Source: an optimization exercise on an open RTL-to-GDS flow (aim: small area, a short achievable clock period and few clock cycles per item). Production flows keep margins and buffers that such runs may drop.
Only simulation tests tie the RTL to the original design; equivalence was not proved.
Power is estimated from default activity; no workload was simulated.

<file path="flow/design.v">
module ddc_bit_reader (
    input  wire        clk,
    input  wire        rst,           
    input  wire        clr,           
    input  wire [14:0] chunk_size,
    input  wire        room,          
    output wire        fill,          
    output reg  [39:0] acc,
    output reg         src_req,
    output reg  [15:0] src_chunk,
    output reg  [14:0] src_off,
    input  wire        src_ack,
    input  wire [7:0]  src_data
);
    reg         flush;     
    wire        got     = src_req && src_ack;
    assign      fill    = got && !flush;
    wire [14:0] off_inc = src_off + 15'd1;
    reg         at_end;
    wire        wrap    = at_end;
    always @(posedge clk) begin
        at_end <= (off_inc == chunk_size);
        if (rst) begin
            flush     <= 1'b0;
            at_end    <= (chunk_size == 15'd1);
            src_req   <= 1'b0;
            src_chunk <= 16'd0;
            src_off   <= 15'd0;
        end else if (clr) begin
            if (src_req && !src_ack) begin
                flush <= 1'b1;
            end else begin
                src_req   <= 1'b1;
                src_chunk <= 16'd0;
                src_off   <= 15'd0;
                at_end    <= (chunk_size == 15'd1);
            end
        end else if (got) begin
            flush   <= 1'b0;
            src_req <= flush || room;
            if (flush) begin
                src_chunk <= 16'd0;
                src_off   <= 15'd0;
                at_end    <= (chunk_size == 15'd1);
            end else if (wrap) begin
                src_off   <= 15'd0;
                src_chunk <= src_chunk + 16'd1;
            end else begin
                src_off   <= off_inc;
            end
        end else if (!src_req) begin
            src_req <= room;
        end
    end
    always @(posedge clk)
        if (fill) acc <= {acc[31:0], src_data};
endmodule
module ddc_decoder (
    input  wire        clk,
    input  wire        rst,               
    input  wire [1:0]  cfg_channels,      
    input  wire [5:0]  cfg_block_bits,    
    input  wire [5:0]  cfg_bpc0,          
    input  wire [5:0]  cfg_bpc1,
    input  wire [5:0]  cfg_bpc2,
    input  wire [5:0]  cfg_bpm0,          
    input  wire [5:0]  cfg_bpm1,
    input  wire [5:0]  cfg_bpm2,
    input  wire        cfg_high_adaptive,
    input  wire [14:0] cfg_chunk_size,    
    input  wire        cmd_valid,
    input  wire [1:0]  cmd_op,            
    input  wire [31:0] cmd_count,
    output reg         busy,
    output wire        src_req,
    output wire [15:0] src_chunk,
    output wire [14:0] src_off,
    input  wire        src_ack,
    input  wire [7:0]  src_data,
    output reg         frm_valid,
    output wire [63:0] frm_data,
    input  wire        frm_ready
);
    localparam P_RUN  = 2'd0,
               P_METH = 2'd1,
               P_BASE = 2'd2,
               P_CHAN = 2'd3;
    reg [1:0]  phase;
    reg [1:0]  c;
    reg        first_frame;
    reg [31:0] remaining;       
    reg        active;          
    reg [31:0] run_left;        
    reg        run_zero;        
    reg [5:0]  width  [0:2];
    reg [31:0] base   [0:2];
    reg        adapt  [0:2];
    reg [63:0] out_acc;
    reg [5:0]  cnt;             
    reg [5:0]  n_r;             
    reg signed [6:0] pos;       
    reg [31:0] fld;             
    reg        fld_top;         
    reg        fld_ok;          
    reg [5:0]  bpc_r;           
    reg [4:0]  bpc_m1;          
    reg        last_r;          
    reg [5:0]  bpm_nx;          
    reg [5:0]  bb_q;            
    wire cmd_acc    = cmd_valid && !busy;
    wire cmd_reset  = cmd_acc && (cmd_op == 2'd1);
    wire cmd_decode = cmd_acc && (cmd_op == 2'd2);
    assign frm_data = out_acc;
    function [5:0] bpc_of;
        input [1:0] i;
        bpc_of = (i == 2'd0) ? cfg_bpc0 : (i == 2'd1) ? cfg_bpc1 : cfg_bpc2;
    endfunction
    function [5:0] bpm_of;
        input [1:0] i;
        bpm_of = (i == 2'd0) ? cfg_bpm0 : (i == 2'd1) ? cfg_bpm1 : cfg_bpm2;
    endfunction
    wire [4:0] bpc0_m1 = cfg_bpc0[4:0] - 5'd1;
    wire [4:0] bpc1_m1 = cfg_bpc1[4:0] - 5'd1;
    wire [4:0] bpc2_m1 = cfg_bpc2[4:0] - 5'd1;
    function [4:0] bpc_m1_of;
        input [1:0] i;
        bpc_m1_of = (i == 2'd0) ? bpc0_m1 : (i == 2'd1) ? bpc1_m1 : bpc2_m1;
    endfunction
    function last_of;
        input [1:0] i;
        last_of = (i == 2'd0) ? (cfg_channels <= 2'd1) :
                  (i == 2'd1) ? (cfg_channels <= 2'd2) : 1'b1;
    endfunction
    always @(posedge clk)
        bb_q <= cfg_block_bits;
    wire        fill;
    wire [39:0] acc;
    reg         room;
    ddc_bit_reader u_reader (
        .clk(clk), .rst(rst), .clr(cmd_reset),
        .chunk_size(cfg_chunk_size), .room(room),
        .fill(fill), .acc(acc),
        .src_req(src_req), .src_chunk(src_chunk), .src_off(src_off),
        .src_ack(src_ack), .src_data(src_data)
    );
    wire        stall = (phase == P_CHAN) && frm_valid && !frm_ready;
    reg         pre_done;
    wire        pre   = (phase == P_CHAN) && (c != 2'd0) && bpc_m1[4] && !pre_done && active;
    wire        step  = fld_ok && active && !stall && !pre;
    wire [31:0] mask_n  = ~(32'hFFFFFFFF << n_r);            
    wire [31:0] mask_n1 = {1'b0, mask_n[31:1]};              
    wire [31:0] half    = mask_n ^ mask_n1;                  
    wire [6:0]  m       = fld[6:0];
    wire [6:0]  bpc7    = {1'b0, bpc_r};
    wire        m_const = (m == bpc7);
    wire        m_high  = (m > bpc7);
    wire [6:0]  m_minus = m - bpc7;
    wire [5:0]  m_width = m_const ? 6'd0 : m_high ? m_minus[5:0] : m[5:0];
    wire        m_adapt = !m_const && (m != 7'd0) && (m_high ? cfg_high_adaptive : !cfg_high_adaptive);
    wire [31:0] base_c   = base[c];
    wire        adapt_c  = adapt[c];
    wire        rd_adapt = (phase == P_CHAN) && adapt_c && (n_r != 6'd0);
    wire [31:0] mask_bpc = ~(32'hFFFFFFFF << bpc_r);
    wire [31:0] hi_mask  = mask_bpc & ~mask_n1;
    wire [31:0] max_start = mask_bpc & ~mask_n;              
    wire        b_lo  = ((base_c & ~mask_n) == 32'd0) &&
                        (((base_c & half) == 32'd0) || ((base_c & mask_n1) == 32'd0));
    wire        b_hi  = ((base_c & hi_mask) == hi_mask) && ((base_c & mask_n1) != 32'd0);
    wire        chan  = (phase == P_CHAN);
    wire [31:0] add_a = chan ? base_c : 32'd0;
    wire [31:0] add_b = (phase == P_METH) ? 32'd0 :
                        rd_adapt ? ((fld & mask_n1) | (~mask_n1 & {32{~fld_top}})) : fld;
    wire [31:0] sum   = add_a + add_b;
    wire [31:0] value = (rd_adapt && b_lo) ? fld :
                        (rd_adapt && b_hi) ? (max_start | fld) : sum;
    wire [63:0] out_sh1 = {out_acc[62:0], 1'b0};
    wire [3:0]  amt4    = pre ? 4'd15 : bpc_m1[3:0];
    wire [63:0] shifted = (c == 2'd0) ? 64'd0 : (out_sh1 << amt4);
    wire [63:0] packd   = shifted | {32'd0, value};
    reg  [5:0]  n_k, n_b;
    reg  [1:0]  phase_n, c_n;
    reg         first_n;
    always @(*) begin
        n_k     = 6'd0;
        phase_n = phase;
        c_n     = c;
        first_n = first_frame;
        case (phase)
            P_RUN: begin
                n_b     = bpm_nx;
                phase_n = P_METH;
                c_n     = 2'd0;
            end
            P_METH: begin
                n_b = bpc_r;
                n_k = last_r ? (((c == 2'd0) || adapt[0]) ? 6'd0 : width[0]) : bpm_nx;
                if (m_const) begin
                    phase_n = last_r ? P_CHAN : P_METH;
                    c_n     = last_r ? 2'd0 : c + 2'd1;
                    first_n = last_r ? 1'b1 : first_frame;
                end else begin
                    phase_n = P_BASE;
                end
            end
            P_BASE: begin
                n_b     = last_r ? (adapt[0] ? 6'd0 : width[0]) : bpm_nx;
                phase_n = last_r ? P_CHAN : P_METH;
                c_n     = last_r ? 2'd0 : c + 2'd1;
                first_n = last_r ? 1'b1 : first_frame;
            end
            default: begin
                n_b     = last_r ? (run_zero ? bb_q : width[0]) :
                          (first_frame && adapt[c + 2'd1]) ? 6'd0 : width[c + 2'd1];
                phase_n = (last_r && run_zero) ? P_RUN : P_CHAN;
                c_n     = last_r ? 2'd0 : c + 2'd1;
                first_n = last_r ? 1'b0 : first_frame;
            end
        endcase
    end
    wire       is_k = (phase == P_METH) && m_const;
    wire [6:0]  pos_k   = pos - {1'b0, n_k};
    wire [6:0]  pos_b   = pos - {1'b0, n_b};
    wire [6:0]  pos_s   = is_k ? pos_k : pos_b;
    wire [5:0]  n_cut   = fld_ok ? n_b : n_r;
    wire [31:0] mask_c  = ~(32'hFFFFFFFF << n_cut);
    wire [6:0]  cut_pos = fld_ok ? pos_b : pos;
    wire [6:0]  cut_top = fld_ok ? pos - 7'd1 : {1'b0, cnt} - 7'd1;
    wire [39:0] cut     = acc >> cut_pos[5:0];
    wire [63:0] acc_pad = {24'd0, acc};
    wire        cut_msb = acc_pad[cut_top[5:0]];
    wire        cut_ok  = !cut_pos[6];
    wire [6:0] pos_pre = step ? pos_s : pos;
    wire [5:0] cnt_pre = step ? pos[5:0] : cnt;
    wire [6:0] pos_nx  = pos_pre + (fill ? 7'd8 : 7'd0);
    wire [5:0] cnt_nx  = cnt_pre + (fill ? 6'd8 : 6'd0);
    always @(*) room = (cnt_nx <= 6'd32);
    wire complete = step && chan && last_r;
    always @(posedge clk) begin
        if (rst || cmd_reset) begin
            phase  <= P_RUN;
            c      <= 2'd0;
            cnt    <= 6'd0;
            n_r    <= cfg_block_bits;
            pos    <= -{1'b0, cfg_block_bits};
            bpc_r  <= cfg_bpc0;
            bpc_m1 <= bpc0_m1;
            last_r <= (cfg_channels <= 2'd1);
            bpm_nx <= cfg_bpm0;
            fld_ok <= 1'b0;
        end else begin
            cnt <= cnt_nx;
            pos <= pos_nx;
            if (step || !fld_ok)
                fld_ok <= cut_ok && !(step && is_k);
            if (step) begin
                phase  <= phase_n;
                c      <= c_n;
                n_r    <= is_k ? n_k : n_b;
                bpc_r  <= bpc_of(c_n);
                bpc_m1 <= bpc_m1_of(c_n);
                last_r <= last_of(c_n);
                bpm_nx <= (phase_n == P_RUN) ? cfg_bpm0 : bpm_of(c_n + 2'd1);
            end
        end
    end
    always @(posedge clk) begin
        if (step || !fld_ok) begin
            fld     <= cut[31:0] & mask_c;
            fld_top <= cut_msb;
        end
    end
    always @(posedge clk) begin
        if (rst) begin
            remaining <= 32'd0;
            active    <= 1'b0;
            busy      <= 1'b0;
            frm_valid <= 1'b0;
        end else begin
            if (cmd_decode) begin
                remaining <= cmd_count;
                active    <= (cmd_count != 32'd0);
                busy      <= (cmd_count != 32'd0);
            end else if (frm_valid && frm_ready && !active) begin
                busy <= 1'b0;
            end
            if (complete) begin
                remaining <= remaining - 32'd1;
                active    <= (remaining != 32'd1);
                frm_valid <= 1'b1;
            end else if (frm_valid && frm_ready) begin
                frm_valid <= 1'b0;
            end
        end
    end
    wire base_we = (phase == P_METH) ? m_const :
                   (phase == P_BASE) ? 1'b1 :
                   chan ? rd_adapt : 1'b0;
    always @(posedge clk)
        if (step && base_we)
            base[c] <= value;
    always @(posedge clk) begin
        if (rst)
            pre_done <= 1'b0;
        else if (pre)
            pre_done <= 1'b1;
        else if (step)
            pre_done <= 1'b0;
        if (pre)
            out_acc <= shifted;
        if (step) begin
            first_frame <= first_n;
            case (phase)
                P_RUN: begin
                    run_left <= fld;
                    run_zero <= (fld == 32'd0);
                end
                P_METH: begin
                    width[c] <= m_width;
                    adapt[c] <= m_adapt;
                end
                P_BASE: ;
                default: begin
                    out_acc <= packd;
                    if (last_r) begin
                        run_left <= run_left - 32'd1;
                        run_zero <= (run_left == 32'd1);
                    end
                end
            endcase
        end
    end
endmodule
</file>
<file path="flow/flow/run.sh">
#!/bin/bash
set -euo pipefail
MARGIN=$(cat flow/setup_margin)
sed -E "s/SETUP_SLACK_MARGIN=[0-9.]+/SETUP_SLACK_MARGIN=${MARGIN}/" standard.sh > standard_margin.sh
grep -q "SETUP_SLACK_MARGIN=${MARGIN}" standard_margin.sh
bash standard_margin.sh > make_flow.log 2>&1 || { tail -40 make_flow.log; exit 1; }
tail -5 make_flow.log
</file>
<file path="flow/flow/setup_margin">
8.5
</file>
<file path="flow/standard.sh">
#!/bin/bash
# synth_recipe.tcl (not shown) runs the flow's synth.tcl, then flattens the netlist and writes it again
# the make line also repeats each setting of config.mk as NAME=value (left out here)
make -C /OpenROAD-flow-scripts/flow DESIGN_CONFIG=/design/flow/config.mk WORK_HOME=/design/flow/orfs CLKGATE_MAP_FILE= SYNTH_SCRIPT=/design/flow/synth_recipe.tcl "${@:-finish}"
</file>
<file path="flow/config.mk">
export PLATFORM = sky130hd
export DESIGN_NAME = ddc_decoder
export DESIGN_NICKNAME = ddc_decoder
export VERILOG_FILES = /design/flow/design.v
export SDC_FILE = /design/flow/constraint.sdc
export NUM_CORES = 4
export LEC_CHECK = 0
export CAP_MARGIN = 20
export CORE_MARGIN = 2
export CORE_UTILIZATION = 40
export CTS_CLUSTER_DIAMETER = 80
export CTS_CLUSTER_SIZE = 30
export PLACE_DENSITY = 0.6
export SETUP_SLACK_MARGIN = 5
export SLEW_MARGIN = 20
export TNS_END_PERCENT = 0
</file>
<file path="flow/constraint.sdc">
create_clock -name core_clock -period 12.0 [get_ports {clk}]
set_input_delay 2.4000 -clock core_clock [delete_from_list [all_inputs] [get_ports {clk}]]
set_output_delay 2.4000 -clock core_clock [all_outputs]
set_load 0.01 [all_outputs]
</file>
==> results.toml, run 1 <==
[final_layout]
stdcell_count = 4300
antenna_cells = 0
syn_to_final_growth_pct = 19.5
drive_gt1_share_pct = 12.5
stdcell_area_um2 = 34500
final_util_pct = 48.3
finalNetCount = 3510

[floorplanning]
core_area_um2 = 71500
die_y_um = 273
die_area_um2 = 74400
start_util_pct = 40.4
chipWidth_um = 273
rows = 98
pin_count = 205

[routing]
wl_um = 112000
postRouteAntennaNets = 0
post_drt_wl_per_cell_um = 26.0
drt_first_pass_iters = 7
viasPerCell = 6.40
drc = 0
vias = 27500
drt_iter0_markers = 2872

[setup_path]
end_kind = "flop"
cp.arrival_ns = 4.95
start_kind = "flop"
critPathMaxFanout = 16
crit_required_ns = 12.37
path_class = "reg -> reg"

[clock_network]
holdBufCountCts = 0
clk_path_buf_depth = 3
numClockSinks = 408
clockRootBuffer = "clkbuf_16"
cts.htree.levels = 1
cts_tree = "yes"
clk_latency_ns = 0.64
cts_inserted_buffers = 27
clk_pin_slew_ns = 0.11

[grt]
grt_pass1_wl_um = 167000
grt_pass1_vias = 26200
antenna_found_initial = 1
gr-usage-all-layers_pct = 28.8
grt.overflow.total = 0
grt_max_degree = 75

[synthesis]
synth_area_um2 = 28900
synth-edff-count = 251
yosys_most_used_dff = "edfxtp_1"
synthTopCellsByArea = "edfxtp_1 26%, dfxtp_1 11%, mux2i_1 11%"
synthCells = 3179
synth_cell_type_count = 97
synth_nets = 3360
yosysTopAreaCell = "edfxtp_1"
avgSynthCellArea_um2 = 9.08
synth_seq_area_share_pct = 37.0
synth_top_area_share_pct = 26.1
async_reset_ff_share_pct = 0
ys_seq_elements = 408
ys_warn_count = 2

[sta]
skew_ns = 0.0506
setup_viol_count_final = 0
final.min_clock_period_ns = 4.59
tightest_slew_ns = 0.987
final_max_slew_viol_count = 0
max-slew-margin-rel_pct = 33.3
rsz0062_at_grt = "true"
post-route-period-util_pct = 38.2
max_freq_ghz = 0.218
finalHoldViolations = 0
tns_ns = 0

[power_and_ir_drop]
p_leak_nw = 13.0
ir_drop_mv = 0.116
powerDensity_nw_per_um2 = 116

[place]
portBuffers = 204
dpl_cell_area_um2 = 31800
place_hpwl_um = 79800
placed_cells = 4168
gp_congestion = 1.03

[flow_run]
drv_cap = 0

[min_path]
hold_path_class = "reg -> reg"

[status]
status = "finished clean"
-- area by class of cell --
cell class	count	area (µm²)
Fill cell	6744	37000
Multi-Input combinational cell	2503	18000
Sequential cell	408	10700
Timing Repair Buffer	333	3410
Tap cell	950	1190
Clock buffer	28	701
Clock inverter	22	348
Inverter	56	220
-- per-stage QoR --
step	hold slack (ns)	worst slack [ns]	total power, W
6_report	0.481	7.41	0.00399
5_1_grt	0.512	7.37	0.00413
3_3_place_gp	0.453	6.11	0.00274
2_1_floorplan	0.443	7.73	0.00239
3_5_place_dp	0.465	5.89	0.00276
4_1_cts	0.479	7.61	0.00395
-- kinds of logic (layout without fill, tap and decap cells) --
kind of cell               after synthesis  count (layout)  share of synthesized area, %
muxes                                  379             379                          14.1
and+or+nand+nor                       1001            1006                          16.5
AOI/OAI and AO/OA                      926             926                          21.6
DFF                                    408             408                          37.0
buffers and inverters                  273             439                          3.87
xor gates and xnor gates               118             118                          3.58
adders and majority gates               74              74                          3.31
-- routing by layer --
layer	vias up	track usage, %	part of all wire [%]
met1	13600	39.4	42
li1	12300	-	-
met2	1314	46.7	46
met5	-	0	0.0081
met3	246	3.38	7.3
met4	2	10.9	4.6
-- critical path, cell delays in order (launching register included) --
cell and delay (ns):
dfxtp_4 0.41, bufbuf_16 0.33, mux2_2 0.36, mux2i_2 0.55, o22ai_1 0.26, nor4_4 0.42, nand4_1 0.31, and4bb_2 0.46
a21o_1 0.38, o22ai_1 0.65, inv_1 0.17
-- synthesized netlist by cell type, drive strengths merged (26+ instances only) --
master,instances
xor2,53
a21o,59
nor4,55
nor2,278
clkbuf,150
a311oi,30
a31oi,33
nor3,67
mux2,52
a22oi,26
mux2i,314
inv,56
and3,43
and2,28
a211oi,58
nand2,296
o21ai,191
nand3,62
xnor2,65
buf,66
ha,70
a32o,28
a21oi,248
nor2b,34
edfxtp,251
dfxtp,157
nand2b,35
-- registers in the layout, summed over array words and instances, names as in the netlist, 3 cells and up, named ones only --
signal	cells
cnt	6
u_reader.src_off	15
bpm_nx	6
u_reader.acc	40
bpc_r	6
run_left	32
width	18
base	96
out_acc	64
bb_q	6
pos	7
remaining	32
u_reader.src_chunk	16
bpc_m1	5
fld	32
adapt	3
n_r	6
-- placed cells by master, fill, tap and decap left out, types with 31 or more instances in the layout --
cell type	synthesis	final
inv_1	54	54
a21oi_1	246	228
mux2i_1	306	292
nand3_1	62	61
xnor2_1	65	64
nor4_1	53	50
ha_1	70	60
buf_4	3	101
a211oi_1	57	47
mux2_2	37	36
xor2_1	53	52
o21ai_0	167	159
dfxtp_1	157	152
and3_1	43	41
nor3_1	67	63
a21o_1	59	59
nand2b_1	35	33
nor2b_1	34	31
clkdlybuf4s50_1	0	203
nand2_1	296	289
nor2_1	278	262
edfxtp_1	251	251
-- power breakdown --
part | switching (W) | total [W] | internal (W)
Combinational | 0.000715 | 0.00117 | 0.000452
Sequential | 0.000116 | 0.00171 | 0.00159
Clock | 0.000614 | 0.00112 | 0.000501
Total | 0.00144 | 0.00399 | 0.00254
-- path summary, 6_finish.rpt --
check / to / depth (start not counted) / slack [ns] / from
max reg2reg: base[1][2]$_DFFE_PP_ / 10 / 7.41 / flop
min: remaining[30]$_SDFFE_PP0P_ / 2 / 0.48 / remaining[30]$_SDFFE_PP0P_
max: base[1][2]$_DFFE_PP_ / 10 / 7.41 / flop
min reg2reg: remaining[30]$_SDFFE_PP0P_ / 2 / 0.48 / remaining[30]$_SDFFE_PP0P_
-- what timing repair did --
action                                  CTS  global route
gates cloned                             15             0
setup buffers                            60             6
gates resized for setup                 160            28
pin swaps                                42             6
endpoints found under the setup margin  606           607
Testbench counts, summed over its fixed seeds: cycles 101,242, frames 28,800.
==> run 2, diff against run 1 <==
--- a/flow/config.mk
+++ b/flow/config.mk
@@ -8,8 +8,6 @@
 export CAP_MARGIN = 20
 export CORE_MARGIN = 2
 export CORE_UTILIZATION = 40
-export CTS_CLUSTER_DIAMETER = 80
-export CTS_CLUSTER_SIZE = 30
 export PLACE_DENSITY = 0.6
 export SETUP_SLACK_MARGIN = 5
 export SLEW_MARGIN = 20
==> results.toml, run 2 <==
[routing]
post_drt_wl_per_cell_um = 26.0
drc = 0
drt_iter0_markers = 2807
wl_um = 114000
vias = 27700
postRouteAntennaNets = 0
viasPerCell = 6.35
drt_first_pass_iters = 8

[sta]
tns_ns = 0
post-route-period-util_pct = 37.6
finalHoldViolations = 0
tightest_slew_ns = 0.957
final.min_clock_period_ns = 4.51
max-slew-margin-rel_pct = 35.3
max_freq_ghz = 0.222
skew_ns = 0.0339
setup_viol_count_final = 0
rsz0062_at_grt = "true"
final_max_slew_viol_count = 0
fin_hold_ws_ns = 0.475

[floorplanning]
core_area_um2 = 71500
start_util_pct = 40.4
pin_count = 205
die_area_um2 = 74400
chipWidth_um = 273
die_y_um = 273
rows = 98

[synthesis]
netlist_top_cells_count = "306 x mux2i_1, 296 x nand2_1, 278 x nor2_1"
ys_seq_elements = 408
synth_nets = 3360
synthCells = 3179
yosys_most_used_dff = "edfxtp_1"
synth_seq_area_share_pct = 37.0
synth-edff-count = 251
synthMostInstantiatedCell = "mux2i_1"
synth_fa_ha_area_share_pct = 3.31
synth_top_area_share_pct = 26.1
synthXorXnorAreaFrac_pct = 3.58
synth_simple_gate_area_share_pct = 16.5
avgSynthCellArea_um2 = 9.08
synth_compound_area_share_pct = 21.6
async_reset_ff_share_pct = 0
synth_cell_type_count = 97
synthTopCellsByArea = "edfxtp_1 26%, dfxtp_1 11%, mux2i_1 11%"
synth_top_family_by_area = "compound AO/OA/AOI/OAI gates"
yosysTopAreaCell = "edfxtp_1"
synthMuxAreaShare_pct = 14.1
synth_area_um2 = 28900
ys_warn_count = 2

[place]
dpl_cell_area_um2 = 31800
gp_congestion = 1.03
place_hpwl_um = 79800
portBuffers = 204

[setup_path]
cpMaxStageDelayCell = "o22ai_1"
crit_buf_inv = 3
cp.arrival_ns = 4.80
path_delay_family = "compound AO/OA/AOI/OAI gates"
path_class = "reg -> reg"
max_stage_delay_ns = 0.66
critPathMaxFanout = 14
crit_chain = "buf_12 > buf_4 > mux2_4 > mux2i_2 > o22ai_1 > nor4_1 > nand4_1 > and4bb_2 > a21o_1 > o22ai_1 > inv_1"
crit_required_ns = 12.29
cpMostUsedCell = "o22ai_1"
start_kind = "flop"
end_kind = "flop"

[final_layout]
largest_reg_flops = 96
layout_common_cells = "288 x nand2_1, 274 x mux2i_1, 261 x nor2_1"
largest-register = "base"
finalNetCount = 3552
drive_gt1_share_pct = 15.2
fillers = 6649
final_util_pct = 50.0
antenna_cells = 0
mostFrequentLayoutCell = "nand2_1"
stdcell_area_um2 = 35800
top_regs = "base: 96 flops, out_acc: 64 flops, u_reader.acc: 40 flops"
syn_to_final_growth_pct = 23.9

[status]
status = "finished clean"

[clock_network]
clockRootBuffer = "clkbuf_16"
cts.htree.levels = 2
numClockSinks = 408
clk_path_buf_depth = 3
holdBufCountCts = 0
cts_tree = "yes"
clk_latency_ns = 0.61
cts_inserted_buffers = 47
clk_pin_slew_ns = 0.06

[grt]
grt_pass1_vias = 26500
gr-usage-all-layers_pct = 29.2
grt_max_degree = 75
grt_pass1_wl_um = 168000
grt.overflow.total = 0
antenna_found_initial = 1

[power_and_ir_drop]
powerDensity_nw_per_um2 = 125
p_leak_nw = 13.4
ir_drop_mv = 0.124

[flow_run]
drv_cap = 0

[min_path]
hold_path_class = "reg -> reg"
## run 2: cell counts after synthesis
Identical to the previous run, type by type.
## run 2: logic make-up after synthesis
logic type | count (synthesis)
mux | 379
simple gates | 1001
fa+ha+maj | 74
compound gates | 926
buf+inv | 273
xor+xnor | 118
flops | 408
## run 2: routing by layer
metal	up-vias	GRT usage, %	part of all wire [%]
met5	-	0	0.011
met3	255	3.98	7.3
li1	12500	-	-
met2	1338	46.9	46
met4	2	12.2	4.4
met1	13600	39.4	42
## run 2: power breakdown
group	switching (W)	internal, W
Combinational	0.000734	0.000479
Clock	0.000615	0.000931
Sequential	0.000113	0.00159
## run 2: final cells by class
type / instances / area [µm²] / share of cell area (%)
clock buffers: 58 / 1280 / 3.58
repair buffers: 355 / 3740 / 10.4
inverters: 56 / 228 / 0.637
clock inverters: 30 / 363 / 1.01
multi-input cells: 2503 / 18300 / 51.1
well taps: 950 / 1190 / 3.32
flip-flops and latches: 408 / 10700 / 29.9
## run 2: timing repair
item / CTS / global route
setup buffers: 62 / 21
hold endpoints to repair: 0 / 0
setup endpoints to repair: 607 / 614
pin swaps: 49 / 22
resized for setup: 199 / 70
gates cloned: 17 / 3
## run 2: worst paths after layout
kind	startpoint	end	slack, ns	cells past startpoint
hold reg to reg	remaining[30]$_SDFFE_PP0P_	remaining[30]$_SDFFE_PP0P_	0.48	2
hold / removal	remaining[30]$_SDFFE_PP0P_	remaining[30]$_SDFFE_PP0P_	0.48	2
setup / recovery	flop	base[2][2]$_DFFE_PP_	7.49	11
setup reg to reg	flop	base[2][2]$_DFFE_PP_	7.49	11
## run 2: worst min-delay path: stages (launching register included)
cell	delay, ns
dfxtp_1	0.31
nand3_1	0.06
a21oi_1	0.05
## run 2: metrics by stage
stage	worst slack [ns]	instances	power (W)
6_report	7.49	4360	0.00446
2_1_floorplan	7.73	3179	0.00239
3_3_place_gp	6.11	4168	0.00274
3_5_place_dp	5.89	4168	0.00276
5_1_grt	7.48	4360	0.00461
4_1_cts	7.67	4335	0.00439
==> run 3, diff against run 2 <==
==> flow/flow/run.sh (replaced) <==
#!/bin/bash
set -euo pipefail
MARGIN=$(cat flow/setup_margin)
export BUFFER_PORTS_ARGS="-buffer_cell $(cat flow/port_buffer)"
sed -E "s/SETUP_SLACK_MARGIN=[0-9.]+/SETUP_SLACK_MARGIN=${MARGIN}/" standard.sh > standard_margin.sh
grep -q "SETUP_SLACK_MARGIN=${MARGIN}" standard_margin.sh
bash standard_margin.sh > make_flow.log 2>&1 || { tail -40 make_flow.log; exit 1; }
grep -q "Inserted .* $(cat flow/port_buffer) input buffers" orfs/logs/*/ddc_decoder/base/3_3_place_gp.log
tail -5 make_flow.log
==> flow/flow/port_buffer (new file) <==
sky130_fd_sc_hd__buf_1
==> flow/flow/setup_margin (replaced) <==
7.3
--- a/flow/config.mk
+++ b/flow/config.mk
@@ -8,6 +8,8 @@
 export CAP_MARGIN = 20
 export CORE_MARGIN = 2
 export CORE_UTILIZATION = 40
+export CTS_CLUSTER_DIAMETER = 80
+export CTS_CLUSTER_SIZE = 30
 export PLACE_DENSITY = 0.6
 export SETUP_SLACK_MARGIN = 5
 export SLEW_MARGIN = 20
==> results.toml, run 3 <==
[clock_network]
holdBufCountCts = 0
clk_path_buf_depth = 3
cts.htree.levels = 1
cts_inserted_buffers = 28
cts_tree = "yes"
clk_pin_slew_ns = 0.11
clockRootBuffer = "clkbuf_16"
numClockSinks = 408
clk_latency_ns = 0.64

[power_and_ir_drop]
p_sw_share_pct = 35.7
p_clk_share_pct = 28.7
internal-power_w = 0.00248
p_total_w = 0.00385
seqPwrFrac_pct = 44.2
p_sw_w = 0.00138
powerDensity_nw_per_um2 = 120
p_leak_nw = 12.1
pwr-share-comb_pct = 27.1
ir_drop_mv = 0.106

[flow_run]
drv_cap = 0

[floorplanning]
start_util_pct = 40.4
pin_count = 205
chipWidth_um = 273
core_area_um2 = 71500
die_y_um = 273
rows = 98
die_area_um2 = 74400

[grt]
antenna_found_initial = 0
grt_pass1_wl_um = 154000
gr-usage-all-layers_pct = 26.4
grt_pass1_vias = 24600
grt_max_degree = 75
grt.overflow.total = 0

[routing]
vias = 26200
post_drt_wl_per_cell_um = 23.8
drt_first_pass_iters = 6
wl_um = 101000
viasPerCell = 6.16
drt_iter0_markers = 2601
drc = 0
postRouteAntennaNets = 0

[min_path]
whs_path_depth = 2
hp-start = "remaining[30]$_SDFFE_PP0P_"
hold_path_class = "reg -> reg"
holdPathEnd = "remaining[30]$_SDFFE_PP0P_"

[setup_path]
end_kind = "flop"
critPathMaxFanout = 33
regToRegSetupSlack_ns = 7.24
max_stage_delay_ns = 0.65
reg2regPathDepth = 11
crit_chain = "buf_8 > mux2_1 > mux2i_1 > o22ai_1 > nor4_1 > nand4_1 > and4bb_2 > a21oi_4 > buf_4 > mux2_2 > o221a_1"
path_delay_family = "simple AND/OR/NAND/NOR gates"
crit_required_ns = 12.51
crit_buf_inv = 2
cpMaxStageDelayCell = "mux2i_1"
path_class = "reg -> reg"
reg2reg_to = "out_acc[1]$_DFF_P_"
cp.arrival_ns = 5.26
start_kind = "flop"

[final_layout]
syn_to_final_growth_pct = 11.0
drive_gt1_share_pct = 8.48
largest_reg_flops = 96
seq_area_um2 = 10700
layout_common_cells = "304 x mux2i_1, 295 x nand2_1, 273 x nor2_1"
finalNetCount = 3459
multi_input_area_um2 = 17400
mostFrequentLayoutCell = "mux2i_1"
top_regs = "base: 96 flops, out_acc: 64 flops, u_reader.acc: 40 flops"
stdcell_area_um2 = 32100
largest-register = "base"
final_util_pct = 44.9
fillers = 7064

[place]
dpl_cell_area_um2 = 30500
place_hpwl_um = 75600
portBuffers = 204
gp_congestion = 1.08

[sta]
tns_ns = 0
tightest_slew_ns = 1.03
post-route-period-util_pct = 39.6
setup_viol_count_final = 0
final.min_clock_period_ns = 4.76
max_freq_ghz = 0.210
max-slew-margin-rel_pct = 31.3
final_max_slew_viol_count = 0
skew_ns = 0.0388
finalHoldViolations = 0
fin_hold_ws_ns = 0.476
rsz0062_at_grt = "true"

[synthesis]
synthMostInstantiatedCell = "mux2i_1"
ys_warn_count = 2
netlist_top_cells_count = "306 x mux2i_1, 296 x nand2_1, 278 x nor2_1"
synth_nets = 3360
synthTopCellsByArea = "edfxtp_1 26%, dfxtp_1 11%, mux2i_1 11%"
yosys_most_used_dff = "edfxtp_1"
yosysTopAreaCell = "edfxtp_1"
async_reset_ff_share_pct = 0
avgSynthCellArea_um2 = 9.08
ys_seq_elements = 408
synth_area_um2 = 28900
synth-edff-count = 251
synthCells = 3179
synth_top_area_share_pct = 26.1
synth_cell_type_count = 97
synth_seq_area_share_pct = 37.0

[status]
status = "finished clean"
[run 3: per-layer routing]
metal,track usage (%),wire (µm),vias up
met1,36.9,44700,12700
li1,-,-,12200
met3,3.16,6460,190
met5,0,0,-
met4,8.33,3560,0
met2,42.4,46700,1073
[run 3: power by group through the flow]
stage                     sequential (W)  combinational [W]  clock (W)
after global placement           0.00174           0.000997          0
after CTS                        0.00170            0.00102    0.00113
after floorplan                  0.00166           0.000721          0
after global routing             0.00171            0.00114    0.00118
after detailed placement         0.00174           0.000996          0
final                            0.00170            0.00105    0.00111
[run 3: stage by stage]
stage | setup WS [ns] | instances
3_5_place_dp | 6.47 | 4178
6_report | 7.24 | 4254
5_1_grt | 7.12 | 4250
4_1_cts | 7.27 | 4236
2_1_floorplan | 6.91 | 3179
3_3_place_gp | 6.60 | 4178
[run 3: cell type report]
| class | count | area share (%) |
|---|---|---|
| Sequential cell | 408 | 33.3 |
| Clock buffer | 30 | 2.27 |
| Tap cell | 950 | 3.71 |
| Multi-Input combinational cell | 2498 | 54.2 |
| Inverter | 56 | 0.671 |
| Clock inverter | 22 | 0.936 |
| Antenna cell | 4 | 0.0312 |
| Timing Repair Buffer | 286 | 4.82 |
[run 3: timing repair]
item,in CTS,in global routing
pin swaps,1,1
gates cloned,3,0
setup endpoints to repair,110,120
gates resized for setup,40,18
setup buffers,3,13
[run 3: worst max-delay path by stage]
stage	to	cells past startpoint
final	out_acc[1]$_DFF_P_	11
after global routing	out_acc[24]$_DFF_P_	18
after CTS	out_acc[24]$_DFF_P_	18
after detailed placement	base[2][31]$_DFFE_PP_	17
after global placement	base[1][25]$_DFFE_PP_	16
after floorplan	fld[5]$_DFFE_PP_	21
[run 3: kinds of logic after synthesis]
family	after synthesis	synth area share, %
XOR/XNOR	118	3.58
flip-flops	408	37.0
multiplexers	379	14.1
AND/OR/NAND/NOR	1001	16.5
AO/OA/AOI/OAI	926	21.6
buffers and inverters	273	3.87
adder cells (fa/ha/maj)	74	3.31
[run 3: worst min-delay path: stages (launching register included)]
cell and delay [ns]:
dfxtp_1 0.33, nand3_1 0.06, a21oi_1 0.05
==> run 4, diff against run 3 <==
==> flow/flow/setup_margin (replaced) <==
8.0
==> results.toml, run 4 <==
[clock_network]
cts.htree.levels = 1
cts_tree = "yes"
clk_pin_slew_ns = 0.10
cts_inserted_buffers = 29
holdBufCountCts = 0
clockRootBuffer = "clkbuf_16"
numClockSinks = 408
clk_path_buf_depth = 3
clk_latency_ns = 0.65

[sta]
tns_ns = 0
post-route-period-util_pct = 36.2
max-slew-margin-rel_pct = 31.0
final.min_clock_period_ns = 4.35
skew_ns = 0.0375
final_max_slew_viol_count = 0
setup_ws_ns = 7.65
finalHoldViolations = 0
tightest_slew_ns = 1.03
rsz0062_at_grt = "true"
setup_viol_count_final = 0
max_freq_ghz = 0.230

[setup_path]
reg2regPathDepth = 12
r2r-start = "n_r[2]$_DFFE_PP_"
crit_required_ns = 12.54
start_kind = "flop"
end_kind = "flop"
regToRegSetupSlack_ns = 7.65
path_class = "reg -> reg"
cp.arrival_ns = 4.89
setup.worst_path.start = "n_r[2]$_DFFE_PP_"
critPathMaxFanout = 33
reg2reg_to = "out_acc[1]$_DFF_P_"

[floorplanning]
start_util_pct = 40.4
chipWidth_um = 273
die_y_um = 273
rows = 98
pin_count = 205
die_area_um2 = 74400
core_area_um2 = 71500

[final_layout]
syn_to_final_growth_pct = 18.5
mostFrequentLayoutCell = "nand2_1"
finalNetCount = 3567
top_regs = "base: 96 flops, out_acc: 64 flops, u_reader.acc: 40 flops"
layout_common_cells = "289 x nand2_1, 275 x mux2i_1, 265 x nor2_1"
fillers = 6842
drive_gt1_share_pct = 15.6
largest_reg_flops = 96
largest-register = "base"
final_util_pct = 47.9

[synthesis]
synth_fa_ha_area_share_pct = 3.31
synthTopCellsByArea = "edfxtp_1 26%, dfxtp_1 11%, mux2i_1 11%"
yosysTopAreaCell = "edfxtp_1"
synth_nets = 3360
synth_area_um2 = 28900
async_reset_ff_share_pct = 0
synthMuxAreaShare_pct = 14.1
synthCells = 3179
synth_top_area_share_pct = 26.1
ys_warn_count = 2
synth-edff-count = 251
synthXorXnorAreaFrac_pct = 3.58
netlist_top_cells_count = "306 x mux2i_1, 296 x nand2_1, 278 x nor2_1"
synth_top_family_by_area = "compound AO/OA/AOI/OAI gates"
avgSynthCellArea_um2 = 9.08
yosys_most_used_dff = "edfxtp_1"
synth_seq_area_share_pct = 37.0
synth_cell_type_count = 97
synth_simple_gate_area_share_pct = 16.5
synthMostInstantiatedCell = "mux2i_1"
synth_compound_area_share_pct = 21.6
ys_seq_elements = 408

[power_and_ir_drop]
p_sw_w = 0.00148
seqPwrFrac_pct = 42.0
p_total_w = 0.00405
ir_drop_mv = 0.118
pwr-share-comb_pct = 29.7
p_clk_share_pct = 28.3
powerDensity_nw_per_um2 = 118
internal-power_w = 0.00257
p_sw_share_pct = 36.6
p_leak_nw = 12.8

[place]
portBuffers = 204
place_hpwl_um = 75700
gp_congestion = 1.02
dp_worst_setup_slack_ns = 6.36

[grt]
gr-usage-all-layers_pct = 27.9
grt.overflow.total = 0
antenna_found_initial = 5
grt_pass1_vias = 25500
grt_max_degree = 69
grt_pass1_wl_um = 161000

[routing]
vias = 27100
post_drt_wl_per_cell_um = 24.7
drc = 0
drt_iter0_markers = 2882
viasPerCell = 6.22
drt_first_pass_iters = 6
wl_um = 108000
postRouteAntennaNets = 0

[min_path]
hold_path_class = "reg -> reg"
hp-start = "cnt[0]$_SDFF_PN0_"
holdPathEnd = "cnt[0]$_SDFF_PN0_"
whs_path_depth = 2

[flow_run]
drv_cap = 0

[status]
status = "finished clean"
run 4: cell types whose count changed in the layout (fill, tap and decap cells not counted), moves of 14 or more:
cell | previous run | this run
mux2i_2 | 6 | 31
mux2i_1 | 304 | 275
buf_4 | 69 | 146
buf_12 | 4 | 18
a21oi_1 | 238 | 219
run 4: power groups by stage:
stage	clock (W)	combinational (W)	sequential, W
after floorplan	0	0.000726	0.00166
after global placement	0	0.00100	0.00173
after detailed placement	0	0.00100	0.00173
after CTS	0.00117	0.00116	0.00170
after global routing	0.00122	0.00128	0.00170
final	0.00115	0.00120	0.00170
run 4: how the worst max path moves through the flow:
| stage | to |
|---|---|
| floorplan | run_left[0]$_DFFE_PP_ |
| global placement | out_acc[24]$_DFF_P_ |
| detailed placement | base[0][31]$_DFFE_PP_ |
| CTS | out_acc[24]$_DFF_P_ |
| global route | base[2][30]$_DFFE_PP_ |
| finish | out_acc[1]$_DFF_P_ |
run 4: logic make-up after synthesis:
logic type / count (synthesis)
and+or+nand+nor: 1001
AOI/OAI and AO/OA: 926
DFF: 408
muxes: 379
buffers and inverters: 273
xor gates and xnor gates: 118
adders and majority gates: 74
run 4: per-layer routing:
| metal | vias up | share of wire, % | global-route usage, % |
|---|---|---|---|
| met4 | 4 | 4.3 | 11.0 |
| met2 | 1256 | 44 | 43.2 |
| met5 | - | 0.025 | 0 |
| li1 | 12500 | - | - |
| met1 | 13100 | 44 | 39.1 |
| met3 | 279 | 7.8 | 4.28 |
run 4: through the flow:
| step | area (µm²) | cells | hold slack [ns] |
|---|---|---|---|
| final | 34200 | 4363 | 0.476 |
| after global routing | 34200 | 4360 | 0.502 |
| after CTS | 34000 | 4353 | 0.478 |
| after detailed placement | 30500 | 4170 | 0.466 |
| after global placement | 30500 | 4170 | 0.459 |
| after floorplan | 29000 | 3179 | 0.443 |
run 4: critical path, cell delays in order (launching register included):
cell	delay, ns
edfxtp_1	0.43
buf_12	0.18
buf_4	0.18
and3_1	0.29
a21oi_1	0.54
o22ai_1	0.19
nor4_1	0.42
nand4_1	0.41
and4bb_4	0.45
a21oi_4	0.13
buf_6	0.32
mux2_2	0.45
o221a_1	0.23
run 4: final cells by class:
cell class / count / area, µm² / share of cell area, %
Antenna cell: 4 / 10.0 / 0.0292
Clock buffer: 29 / 726 / 2.12
Clock inverter: 25 / 383 / 1.12
Inverter: 56 / 229 / 0.669
Multi-Input combinational cell: 2499 / 18200 / 53.0
Sequential cell: 408 / 10700 / 31.3
Tap cell: 950 / 1190 / 3.47
Timing Repair Buffer: 392 / 2840 / 8.29
run 4: timing repair:
action / CTS / global route
pin swaps: 83 / 19
setup endpoints to repair: 344 / 307
endpoints found under the hold margin: 0 / 0
cloned: 19 / 0
resized for setup: 230 / 31
setup buffers: 110 / 5
==> run 5, diff against run 4 <==
==> flow/flow/setup_margin (replaced) <==
7.5
==> results.toml, run 5 <==
[place]
portBuffers = 204
gp_congestion = 1.03
dp_worst_setup_slack_ns = 6.11
place_hpwl_um = 75200

[floorplanning]
start_util_pct = 40.4
die_area_um2 = 74400
rows = 98
core_area_um2 = 71500
die_y_um = 273
pin_count = 205
chipWidth_um = 273

[power_and_ir_drop]
p_sw_w = 0.00143
internal-power_w = 0.00250
seqPwrFrac_pct = 43.1
p_sw_share_pct = 36.4
powerDensity_nw_per_um2 = 121
pwr-share-comb_pct = 27.7
p_clk_share_pct = 29.2
p_leak_nw = 12.2
ir_drop_mv = 0.125

[sta]
tns_ns = 0
rsz0062_at_grt = "true"
final.min_clock_period_ns = 4.66
final_max_slew_viol_count = 0
finalHoldViolations = 0
setup_viol_count_final = 0
tightest_slew_ns = 1.09
max_freq_ghz = 0.215
setup_ws_ns = 7.34
skew_ns = 0.0443
post-route-period-util_pct = 38.8
max-slew-margin-rel_pct = 26.7

[min_path]
hold_path_class = "reg -> reg"

[synthesis]
ys_warn_count = 2
ys_seq_elements = 408
synthMostInstantiatedCell = "mux2i_1"
synth_top_area_share_pct = 26.1
synthCells = 3179
yosys_most_used_dff = "edfxtp_1"
synth_area_um2 = 28900
netlist_top_cells_count = "306 x mux2i_1, 296 x nand2_1, 278 x nor2_1"
synthTopCellsByArea = "edfxtp_1 26%, dfxtp_1 11%, mux2i_1 11%"
synth-edff-count = 251
avgSynthCellArea_um2 = 9.08
yosysTopAreaCell = "edfxtp_1"
synth_cell_type_count = 97
synth_nets = 3360
synth_seq_area_share_pct = 37.0
async_reset_ff_share_pct = 0

[final_layout]
largest_reg_flops = 96
mostFrequentLayoutCell = "mux2i_1"
syn_to_final_growth_pct = 13.0
top_regs = "base: 96 flops, out_acc: 64 flops, u_reader.acc: 40 flops"
largest-register = "base"
layout_common_cells = "296 x mux2i_1, 290 x nand2_1, 268 x nor2_1"
fillers = 7015
drive_gt1_share_pct = 10.8
finalNetCount = 3480

[grt]
grt_pass1_wl_um = 153000
grt.overflow.total = 0
grt_pass1_vias = 24400
gr-usage-all-layers_pct = 26.2
antenna_found_initial = 1
grt_max_degree = 75

[routing]
drc = 0
wl_um = 103000
drt_first_pass_iters = 6
vias = 26500
post_drt_wl_per_cell_um = 24.0
viasPerCell = 6.21
postRouteAntennaNets = 0
drt_iter0_markers = 2768

[setup_path]
path_class = "reg -> reg"
crit_required_ns = 12.51
end_kind = "flop"
critPathMaxFanout = 33
cp.arrival_ns = 5.17
start_kind = "flop"

[status]
status = "finished clean"

[clock_network]
cts_inserted_buffers = 28
numClockSinks = 408
clk_latency_ns = 0.64
clk_path_buf_depth = 3
clockRootBuffer = "clkbuf_16"
cts.htree.levels = 1
clk_pin_slew_ns = 0.11
cts_tree = "yes"

[flow_run]
drv_cap = 0
run 5: cell count changes in the layout (fill, tap and decap cells not counted), moves of 7 or more:
cell,change
a21oi_1,+14
a21oi_2,-10
buf_12,-14
buf_16,-7
buf_4,-58
bufbuf_16,-10
mux2i_1,+21
mux2i_2,-18
o21ai_2,-8
run 5: critical path: stages, from the launching register on:
cell,delay [ns]
dfxtp_4,0.43
buf_12,0.20
mux2_1,0.34
mux2i_1,0.75
o2111ai_1,0.29
nor4_1,0.37
nand4_1,0.35
and4bb_4,0.47
a21oi_4,0.15
buf_4,0.41
mux2_2,0.46
o221a_1,0.23
run 5: path summary, 6_finish.rpt:
| check | startpoint | endpoint | slack [ns] | depth (start not counted) |
|---|---|---|---|---|
| worst max-delay path | flop | out_acc[1]$_DFF_P_ | 7.34 | 11 |
| worst min-delay path | remaining[30]$_SDFFE_PP0P_ | remaining[30]$_SDFFE_PP0P_ | 0.48 | 2 |
| worst max register to register | flop | out_acc[1]$_DFF_P_ | 7.34 | 11 |
| worst min register to register | remaining[30]$_SDFFE_PP0P_ | remaining[30]$_SDFFE_PP0P_ | 0.48 | 2 |
run 5: routing by layer:
layer / GRT usage (%) / up-vias / part of all wire [%]
li1: - / 12300 / -
met2: 41.3 / 1063 / 45
met3: 2.72 / 245 / 6.0
met4: 9.93 / 0 / 4.5
met5: 0 / - / 0
met1: 37.2 / 13000 / 45
run 5: per-stage QoR:
stage | cells | hold slack (ns) | power, W | utilization, % | area (µm²)
3_5_place_dp | 4175 | 0.466 | 0.00273 | 42.7 | 30500
3_3_place_gp | 4175 | 0.457 | 0.00273 | 42.7 | 30500
5_1_grt | 4271 | 0.502 | 0.00409 | 45.6 | 32600
2_1_floorplan | 3179 | 0.443 | 0.00239 | - | 28900
4_1_cts | 4242 | 0.480 | 0.00390 | 44.7 | 32000
6_report | 4272 | 0.480 | 0.00394 | 45.7 | 32600
run 5: kinds of logic after synthesis:
kind of cell | Yosys count | share of synthesized area, %
multiplexers | 379 | 14.1
flip-flops | 408 | 37.0
AO/OA/AOI/OAI | 926 | 21.6
adder cells (fa/ha/maj) | 74 | 3.31
AND/OR/NAND/NOR | 1001 | 16.5
XOR/XNOR | 118 | 3.58
buffers and inverters | 273 | 3.87
run 5: cell type report:
cell class,instances,area (µm²),area share [%]
multi-input combinational,2498,17700,54.2
sequential,408,10700,32.8
timing repair buffer,307,1730,5.31
tap,950,1190,3.64
clock buffer,30,751,2.30
clock inverter,22,358,1.10
inverter,56,219,0.671
antenna,1,2.50,0.00767
run 5: power by group through the flow:
| stage | Sequential [W] | Combinational [W] | Clock [W] |
|---|---|---|---|
| floorplan | 0.00166 | 0.000723 | 0 |
| global placement | 0.00173 | 0.00100 | 0 |
| detailed placement | 0.00173 | 0.00100 | 0 |
| CTS | 0.00169 | 0.00103 | 0.00117 |
| global route | 0.00170 | 0.00118 | 0.00122 |
| finish | 0.00170 | 0.00109 | 0.00115 |
run 5: timing repair:
| action | 4_1_cts | 5_1_grt |
|---|---|---|
| setup buffers | 14 | 24 |
| hold buffers | 0 | 0 |
| endpoints found under the setup margin | 188 | 176 |
| resized for setup | 46 | 98 |
| pin swaps | 3 | 29 |
| endpoints found under the hold margin | 0 | 0 |
| gates cloned | 1 | 5 |
==> run 6, diff against run 5 <==
==> flow/flow/setup_margin (replaced) <==
8.5
==> results.toml, run 6 <==
[status]
status = "finished clean"

[setup_path]
crit_chain = "buf_12 > buf_4 > and3_1 > a21oi_1 > o22ai_1 > nor4_1 > nand4_1 > and4bb_4 > a21oi_4 > buf_6 > mux2_2 > o221a_1"
start_kind = "flop"
reg2reg_to = "out_acc[1]$_DFF_P_"
regToRegSetupSlack_ns = 7.65
path_class = "reg -> reg"
cpMaxStageDelayCell = "a21oi_1"
critPathMaxFanout = 33
crit_required_ns = 12.54
path_delay_family = "simple AND/OR/NAND/NOR gates"
r2r-start = "n_r[2]$_DFFE_PP_"
cp.arrival_ns = 4.89
crit_buf_inv = 3
reg2regPathDepth = 12
end_kind = "flop"
max_stage_delay_ns = 0.54

[final_layout]
stdcell_area_um2 = 34200
top_regs = "base: 96 flops, out_acc: 64 flops, u_reader.acc: 40 flops"
finalNetCount = 3567
largest-register = "base"
drive_gt1_share_pct = 15.6
mostFrequentLayoutCell = "nand2_1"
final_util_pct = 47.9
syn_to_final_growth_pct = 18.5
layout_common_cells = "289 x nand2_1, 275 x mux2i_1, 265 x nor2_1"
largest_reg_flops = 96

[synthesis]
synth_nets = 3360
synthMostInstantiatedCell = "mux2i_1"
synthTopCellsByArea = "edfxtp_1 26%, dfxtp_1 11%, mux2i_1 11%"
synth_area_um2 = 28900
ys_seq_elements = 408
synth_top_area_share_pct = 26.1
async_reset_ff_share_pct = 0
synth-edff-count = 251
netlist_top_cells_count = "306 x mux2i_1, 296 x nand2_1, 278 x nor2_1"
synth_cell_type_count = 97
synth_seq_area_share_pct = 37.0
ys_warn_count = 2
synthCells = 3179
avgSynthCellArea_um2 = 9.08
yosysTopAreaCell = "edfxtp_1"
yosys_most_used_dff = "edfxtp_1"

[sta]
tightest_slew_ns = 1.03
final.min_clock_period_ns = 4.35
rsz0062_at_grt = "true"
final_max_slew_viol_count = 0
tns_ns = 0
post-route-period-util_pct = 36.2
finalHoldViolations = 0
max-slew-margin-rel_pct = 31.0
skew_ns = 0.0375
max_freq_ghz = 0.230
setup_viol_count_final = 0
setup_ws_ns = 7.65

[grt]
grt.overflow.total = 0
antenna_found_initial = 5
grt_pass1_vias = 25500
grt_pass1_wl_um = 161000
grt_max_degree = 69
gr-usage-all-layers_pct = 27.9

[clock_network]
clk_latency_ns = 0.65
numClockSinks = 408
clk_path_buf_depth = 3
cts_tree = "yes"
clockRootBuffer = "clkbuf_16"
holdBufCountCts = 0
cts_inserted_buffers = 29
cts.htree.levels = 1
clk_pin_slew_ns = 0.10

[routing]
drc = 0
vias = 27100
drt_iter0_markers = 2882
wl_um = 108000
postRouteAntennaNets = 0
post_drt_wl_per_cell_um = 24.7
viasPerCell = 6.22
drt_first_pass_iters = 6

[place]
dp_worst_setup_slack_ns = 6.36
place_hpwl_um = 75700
dpl_cell_area_um2 = 30500
gp_congestion = 1.02
portBuffers = 204

[floorplanning]
start_util_pct = 40.4
pin_count = 205
chipWidth_um = 273
rows = 98
core_area_um2 = 71500
die_area_um2 = 74400
die_y_um = 273

[min_path]
holdPathEnd = "cnt[0]$_SDFF_PN0_"
hold_path_class = "reg -> reg"
whs_path_depth = 2
hp-start = "cnt[0]$_SDFF_PN0_"

[power_and_ir_drop]
powerDensity_nw_per_um2 = 118
p_total_w = 0.00405
ir_drop_mv = 0.118
p_leak_nw = 12.8

[flow_run]
drv_cap = 0
==> run 6: cell counts after synthesis <==
Identical to the previous run, type by type.
==> run 6: cells by family after synthesis <==
logic type,after synthesis,share of synthesized area [%]
simple gates,1001,16.5
compound gates,926,21.6
flops,408,37.0
mux,379,14.1
buf+inv,273,3.87
xor+xnor,118,3.58
fa+ha+maj,74,3.31
==> run 6: worst max path at each step <==
stage / cells after the start / slack [ns] / from / endpoint
floorplan: 6 / 7.73 / frm_ready / run_left[0]$_DFFE_PP_
global placement: 17 / 6.51 / phase[0]$_SDFFE_PN0P_ / out_acc[24]$_DFF_P_
detailed placement: 17 / 6.36 / phase[0]$_SDFFE_PN0P_ / base[0][31]$_DFFE_PP_
CTS: 18 / 7.81 / flop / out_acc[24]$_DFF_P_
global route: 17 / 7.55 / flop / base[2][30]$_DFFE_PP_
finish: 12 / 7.65 / n_r[2]$_DFFE_PP_ / out_acc[1]$_DFF_P_
==> run 6: report_power, final <==
part	leakage [nW]	switching, W	total, W	internal, W
clock network	0.532	0.000640	0.00115	0.000507
logic	8.62	0.000730	0.00120	0.000473
registers	3.69	0.000114	0.00170	0.00159
total	12.8	0.00148	0.00405	0.00257
==> run 6: metrics by stage <==
stage / cells / hold WS [ns]
2_1_floorplan: 3179 / 0.443
3_3_place_gp: 4170 / 0.459
3_5_place_dp: 4170 / 0.466
4_1_cts: 4353 / 0.478
5_1_grt: 4360 / 0.502
6_report: 4363 / 0.476
==> run 6: cell type report <==
cell class	instances	area, µm²
Multi-Input combinational cell	2499	18200
Antenna cell	4	10.0
Clock inverter	25	383
Tap cell	950	1190
Timing Repair Buffer	392	2840
Clock buffer	29	726
Fill cell	6842	37300
Sequential cell	408	10700
Inverter	56	229
==> run 6: tightest hold or removal path, stage by stage, from the launching register on <==
cell     delay, ns
dfxtp_1       0.33
nand2_1       0.05
a21oi_1       0.05
==> run 6: per-layer routing <==
metal / vias up / track usage (%) / routed length [µm] / part of all wire [%]
li1: 12500 / - / - / -
met1: 13100 / 39.1 / 47000 / 44
met2: 1256 / 43.2 / 47600 / 44
met3: 279 / 4.28 / 8370 / 7.8
met4: 4 / 11.0 / 4650 / 4.3
met5: - / 0 / 27 / 0.025
==> run 6: what timing repair did <==
item / in CTS / in global routing
cloned: 19 / 0
resized for setup: 230 / 31
setup buffers: 110 / 5
setup endpoints to repair: 589 / 577
pin swaps: 83 / 19
==> run 7, diff against run 6 <==
--- a/flow/config.mk
+++ b/flow/config.mk
@@ -7,10 +7,10 @@
 export LEC_CHECK = 0
 export CAP_MARGIN = 20
 export CORE_MARGIN = 2
-export CORE_UTILIZATION = 40
+export CORE_UTILIZATION = 50
 export CTS_CLUSTER_DIAMETER = 80
 export CTS_CLUSTER_SIZE = 30
-export PLACE_DENSITY = 0.6
+export PLACE_DENSITY = 0.65
 export SETUP_SLACK_MARGIN = 5
 export SLEW_MARGIN = 20
 export TNS_END_PERCENT = 0
==> results.toml, run 7 <==
[status]
status = "finished clean"

[final_layout]
stdcell_area_um2 = 33200
layout_common_cells = "291 x mux2i_1, 287 x nand2_1, 262 x nor2_1"
drive_gt1_share_pct = 13.6
stdcell_count = 4119
largest-register = "base"
multi_input_area_um2 = 18100
finalNetCount = 3513
fillers = 5114
mostFrequentLayoutCell = "mux2i_1"
syn_to_final_growth_pct = 14.9
top_regs = "base: 96 flops, out_acc: 64 flops, u_reader.acc: 40 flops"
largest_reg_flops = 96
seq_area_um2 = 10700

[power_and_ir_drop]
powerDensity_nw_per_um2 = 119
ir_drop_mv = 0.153
seqPwrFrac_pct = 43.2
p_sw_w = 0.00143
p_clk_share_pct = 27.2
pwr-share-comb_pct = 29.6
internal-power_w = 0.00251
p_leak_nw = 12.5
p_sw_share_pct = 36.3

[clock_network]
cts_inserted_buffers = 27
holdBufCountCts = 0
cts.htree.levels = 1
clk_latency_ns = 0.62
clk_pin_slew_ns = 0.11
cts_tree = "yes"
clk_path_buf_depth = 3
clockRootBuffer = "clkbuf_16"
numClockSinks = 408

[floorplanning]
core_area_um2 = 57400
die_y_um = 244
rows = 88
start_util_pct = 50.3
pin_count = 205
chipWidth_um = 244
die_area_um2 = 59700

[place]
dpl_cell_area_um2 = 30300
placed_cells = 3981
place_hpwl_um = 77600
dp_worst_setup_slack_ns = 6.34
portBuffers = 204
gp_congestion = 0.990

[synthesis]
synthCells = 3179
avgSynthCellArea_um2 = 9.08
synth_seq_area_share_pct = 37.0
ys_warn_count = 2
yosysTopAreaCell = "edfxtp_1"
synthMostInstantiatedCell = "mux2i_1"
synth_area_um2 = 28900
yosys_most_used_dff = "edfxtp_1"
synth_nets = 3360
synth-edff-count = 251
netlist_top_cells_count = "306 x mux2i_1, 296 x nand2_1, 278 x nor2_1"
synth_top_area_share_pct = 26.1
synthTopCellsByArea = "edfxtp_1 26%, dfxtp_1 11%, mux2i_1 11%"
async_reset_ff_share_pct = 0
synth_cell_type_count = 97
ys_seq_elements = 408

[setup_path]
start_kind = "flop"
path_class = "reg -> reg"
end_kind = "flop"
regToRegSetupSlack_ns = 7.48
critPathMaxFanout = 8
cp.arrival_ns = 4.87
crit_required_ns = 12.35

[routing]
dr_wl_met2_um = 50100
wl_met1_um = 45300
drc = 0
post_drt_wl_per_cell_um = 26.4
drt_iter0_markers = 2737
vias = 27400
top_layer = "met4"
viasPerCell = 6.64
wl_um = 109000
met3_length_um = 7690
postRouteAntennaNets = 0
drt_first_pass_iters = 6

[grt]
gr-usage-all-layers_pct = 34.9
grt_pass1_wl_um = 161000
grt_max_degree = 75
grt.overflow.total = 0
grt_pass1_vias = 25800
antenna_found_initial = 1

[flow_run]
drv_cap = 0

[sta]
finalHoldViolations = 0
final.min_clock_period_ns = 4.52
max-slew-margin-rel_pct = 22.9
rsz0062_at_grt = "true"
setup_viol_count_final = 0
final_max_slew_viol_count = 0
post-route-period-util_pct = 37.7
fin_hold_ws_ns = 0.488
skew_ns = 0.0260
setup_ws_ns = 7.48
max_freq_ghz = 0.221
tightest_slew_ns = 1.14
tns_ns = 0

[min_path]
hold_path_class = "reg -> reg"
==> run 7: cell counts after synthesis <==
Identical to the previous run, type by type.
==> run 7: kinds of logic (layout without fill, tap and decap cells) <==
| family | Yosys count | after routing | synth area share [%] |
|---|---|---|---|
| AO/OA/AOI/OAI | 926 | 926 | 21.6 |
| other | 0 | 1 | 0 |
| multiplexers | 379 | 379 | 14.1 |
| buffers and inverters | 273 | 446 | 3.87 |
| flip-flops | 408 | 408 | 37.0 |
| AND/OR/NAND/NOR | 1001 | 1002 | 16.5 |
| XOR/XNOR | 118 | 118 | 3.58 |
| adder cells (fa/ha/maj) | 74 | 74 | 3.31 |
==> run 7: routing by layer <==
metal	up-vias	track usage (%)
met4	0	16.2
met1	13400	47.2
met3	284	3.78
met5	-	0
li1	12300	-
met2	1318	56.3
==> run 7: final timing paths <==
path | start | end | cells past startpoint
worst max-delay path | n_r[0]$_DFFE_PP_ | base[1][31]$_DFFE_PP_ | 14
worst min-delay path | cnt[0]$_SDFF_PN0_ | cnt[0]$_SDFF_PN0_ | 2
worst max register to register | n_r[0]$_DFFE_PP_ | base[1][31]$_DFFE_PP_ | 14
worst min register to register | cnt[0]$_SDFF_PN0_ | cnt[0]$_SDFF_PN0_ | 2
==> run 7: metrics by stage <==
| step | util (%) | total power, W |
|---|---|---|
| finish | 57.9 | 0.00394 |
| global route | 57.9 | 0.00408 |
| CTS | 57.0 | 0.00388 |
| detailed placement | 52.8 | 0.00274 |
| global placement | 52.8 | 0.00272 |
| floorplan | - | 0.00239 |
==> run 7: area by class of cell <==
cell class / instances / share of cell area, %
Antenna cell: 1 / 0.00754
Clock inverter: 23 / 0.972
Sequential cell: 408 / 32.2
Multi-Input combinational cell: 2499 / 54.4
Tap cell: 765 / 2.88
Clock buffer: 27 / 2.04
Timing Repair Buffer: 340 / 6.79
Inverter: 56 / 0.686
==> run 7: timing repair <==
action                                  CTS  global route
gates resized for setup                 167            62
gates cloned                             12             2
endpoints found under the setup margin  603           582
pin swaps                                42            29
buffers inserted                         53            20
==> run 7: worst max-delay path, cell delays in order, from the launching register on <==
cell and delay (ns):
edfxtp_1 0.37, buf_4 0.20, buf_4 0.16, o311a_1 0.40, nor2_1 0.50, a21oi_1 0.15
a311oi_1 0.35, ha_1 0.40, and3_1 0.28, a31o_1 0.24, a41o_4 0.26, o41ai_4 0.42
nand3_1 0.15, a31oi_2 0.28, nor2_2 0.09
==> run 7: power groups by stage <==
stage	logic [W]	registers, W	clock network (W)
after floorplan	0.000726	0.00166	0
after global placement	0.000993	0.00173	0
after detailed placement	0.00101	0.00173	0
after CTS	0.00110	0.00169	0.00109
after global routing	0.00124	0.00170	0.00114
final	0.00117	0.00170	0.00107
==> run 8, diff against run 7 <==
==> flow/flow/setup_margin (replaced) <==
7.7
==> flow/config.mk (replaced) <==
export PLATFORM = sky130hd
export DESIGN_NAME = ddc_decoder
export DESIGN_NICKNAME = ddc_decoder
export VERILOG_FILES = /design/flow/design.v
export SDC_FILE = /design/flow/constraint.sdc
export NUM_CORES = 4
export LEC_CHECK = 0
export CAP_MARGIN = 10
export CORE_MARGIN = 2
export CORE_UTILIZATION = 40
export CTS_CLUSTER_DIAMETER = 80
export CTS_CLUSTER_SIZE = 30
export PLACE_DENSITY = 0.6
export SETUP_SLACK_MARGIN = 5
export SLEW_MARGIN = 10
export TNS_END_PERCENT = 0
==> results.toml, run 8 <==
[floorplanning]
core_area_um2 = 71500
start_util_pct = 40.4
chipWidth_um = 273
pin_count = 205
die_y_um = 273
die_area_um2 = 74400
rows = 98

[grt]
grt_pass1_vias = 24700
gr-usage-all-layers_pct = 26.6
grt_pass1_wl_um = 155000
grt.overflow.total = 0
grt_max_degree = 75
antenna_found_initial = 2

[setup_path]
path_delay_family = "compound AO/OA/AOI/OAI gates"
crit_required_ns = 12.54
critPathMaxFanout = 11
crit_chain = "buf_12 > buf_4 > or3_1 > a21oi_1 > buf_4 > a21oi_1 > a311oi_1 > ha_2 > o21a_1 > a32o_2 > a221oi_4 > nor2_2 > a311oi_2 > xor2_1 > a2bb2oi_2 > o31a_1"
cpMaxStageDelayCell = "edfxtp_1"
path_class = "reg -> reg"
reg2regPathDepth = 16
crit_buf_inv = 3
start_kind = "flop"
end_kind = "flop"
max_stage_delay_ns = 0.44
cp.depth = 16
regToRegSetupSlack_ns = 7.56
cp.arrival_ns = 4.98

[synthesis]
synthTopCellsByArea = "edfxtp_1 26%, dfxtp_1 11%, mux2i_1 11%"
synth_area_um2 = 28900
synthCells = 3179
synth_cell_type_count = 97
yosysTopAreaCell = "edfxtp_1"
synth_nets = 3360
synthMostInstantiatedCell = "mux2i_1"
async_reset_ff_share_pct = 0
netlist_top_cells_count = "306 x mux2i_1, 296 x nand2_1, 278 x nor2_1"
synth_top_area_share_pct = 26.1
ys_seq_elements = 408
synth-edff-count = 251
synth_seq_area_share_pct = 37.0
avgSynthCellArea_um2 = 9.08
ys_warn_count = 2
yosys_most_used_dff = "edfxtp_1"

[place]
dp_worst_setup_slack_ns = 6.10
place_hpwl_um = 75100
gp_congestion = 1.03
portBuffers = 204

[sta]
setup_ws_ns = 7.56
final.min_clock_period_ns = 4.44
finalHoldViolations = 0
post-route-period-util_pct = 37.0
max-slew-margin-rel_pct = 24.7
final_max_slew_viol_count = 0
rsz0062_at_grt = "true"
max_freq_ghz = 0.225
skew_ns = 0.0341
tightest_slew_ns = 1.13
setup_viol_count_final = 0
tns_ns = 0

[final_layout]
largest_reg_flops = 96
largest-register = "base"
seq_area_um2 = 10700
fillers = 6907
layout_common_cells = "288 x nand2_1, 281 x mux2i_1, 264 x nor2_1"
syn_to_final_growth_pct = 15.3
mostFrequentLayoutCell = "nand2_1"
top_regs = "base: 96 flops, out_acc: 64 flops, u_reader.acc: 40 flops"
multi_input_area_um2 = 18000
finalNetCount = 3504
drive_gt1_share_pct = 13.0

[clock_network]
clockRootBuffer = "clkbuf_16"
clk_path_buf_depth = 3
numClockSinks = 408
cts_tree = "yes"
clk_pin_slew_ns = 0.11
clk_latency_ns = 0.64
cts.htree.levels = 1
cts_inserted_buffers = 29

[flow_run]
drv_cap = 0

[min_path]
hold_path_class = "reg -> reg"
whs_path_depth = 2

[power_and_ir_drop]
p_leak_nw = 12.4
powerDensity_nw_per_um2 = 120
ir_drop_mv = 0.155

[status]
status = "finished clean"

[routing]
postRouteAntennaNets = 0
drt_iter0_markers = 2765
wl_um = 105000
post_drt_wl_per_cell_um = 24.4
viasPerCell = 6.20
drc = 0
drt_first_pass_iters = 6
vias = 26600
[run 8: cell counts after synthesis]
No cell type changed its count.
[run 8: per-layer routing]
| layer | track usage, % | part of all wire, % |
|---|---|---|
| met1 | 37.3 | 44 |
| met2 | 42.3 | 45 |
| met3 | 3.32 | 7.0 |
| met4 | 9.17 | 3.8 |
| met5 | 0 | 0 |
[run 8: logic make-up after synthesis]
logic type / synth area share [%]
buffers and inverters: 3.87
DFF: 37.0
xor gates and xnor gates: 3.58
muxes: 14.1
and+or+nand+nor: 16.5
adders and majority gates: 3.31
AOI/OAI and AO/OA: 21.6
[run 8: worst paths after layout]
kind                              startpoint                          to
setup reg to reg            n_r[2]$_DFFE_PP_         out_acc[24]$_DFF_P_
setup / recovery            n_r[2]$_DFFE_PP_         out_acc[24]$_DFF_P_
hold reg to reg   remaining[30]$_SDFFE_PP0P_  remaining[30]$_SDFFE_PP0P_
hold / removal    remaining[30]$_SDFFE_PP0P_  remaining[30]$_SDFFE_PP0P_
[run 8: worst reg2reg max path, delay by kind of cell (launching register included)]
kind / cells / cell delay (ns)
flops: 1 / 0.44
xor+xnor: 1 / 0.23
fa+ha+maj: 1 / 0.37
simple gates: 2 / 0.41
compound gates: 9 / 2.32
buf+inv: 3 / 0.59
[run 8: area by class of cell]
cell class | instances | share of cell area [%]
well taps | 950 | 3.57
diodes | 2 | 0.0150
inverters | 56 | 0.680
flip-flops and latches | 408 | 32.1
clock buffers | 30 | 2.25
clock inverters | 24 | 1.12
repair buffers | 329 | 6.10
multi-input cells | 2499 | 54.2
[run 8: metrics by stage]
step                      hold WS, ns  utilization (%)  instances  power [W]  cell area [µm²]
after detailed placement        0.461             42.7       4175    0.00273            30500
final                           0.483             46.6       4298    0.00400            33300
after global routing            0.506             46.6       4297    0.00416            33300
after global placement          0.465             42.7       4175    0.00273            30500
after CTS                       0.482             45.1       4255    0.00392            32300
after floorplan                 0.443                -       3179    0.00239            28900
[run 8: power breakdown]
| group | internal (W) | leakage [nW] | switching (W) | total (W) |
|---|---|---|---|---|
| clock | 0.000518 | 0.539 | 0.000646 | 0.00116 |
| combinational | 0.000429 | 8.14 | 0.000702 | 0.00113 |
| sequential | 0.00159 | 3.69 | 0.000116 | 0.00171 |
| total | 0.00254 | 12.4 | 0.00146 | 0.00400 |
[run 8: timing repair]
item | 4_1_cts | 5_1_grt
endpoints found under the setup margin | 220 | 234
resized for setup | 77 | 146
endpoints found under the hold margin | 0 | 0
buffers inserted | 20 | 36
pin swaps | 9 | 47
cloned | 6 | 5
hold buffers | 0 | 0

-- afterwards: timing with drivers on the ports --
In the flow no input, the clock included, has a driving cell. The finished layouts below were timed again as built, in two steps. Step 1 sets driving cells, clkbuf_16 on the clock port and buf_2 on the other inputs (assumed; they add their load-dependent delay and slew). Step 2 times the ports against the registers' clock, not the clock port: input delays grow and output delays shrink by t, the midpoint of the rising clock arrivals with the driver on. Slacks: ideal ports / drivers / drivers and shift; pairs: ideal ports / drivers.
| run | t, ns | setup WS [ns] |
|---|---|---|
| run 1 | 0.686 | 7.413 / 7.413 / 6.873 |
| run 2 | 0.664 | 7.488 / 7.488 / 6.965 |
| run 3 | 0.689 | 7.244 / 7.244 / 6.822 |
| run 4 | 0.697 | 7.651 / 7.651 / 7.178 |
| run 5 | 0.692 | 7.339 / 7.339 / 6.866 |
| run 6 | 0.697 | 7.651 / 7.651 / 7.178 |
| run 7 | 0.675 | 7.478 / 7.478 / 7.021 |
| run 8 | 0.696 | 7.563 / 7.563 / 7.083 |
After both steps setup and hold are still met in every run listed.
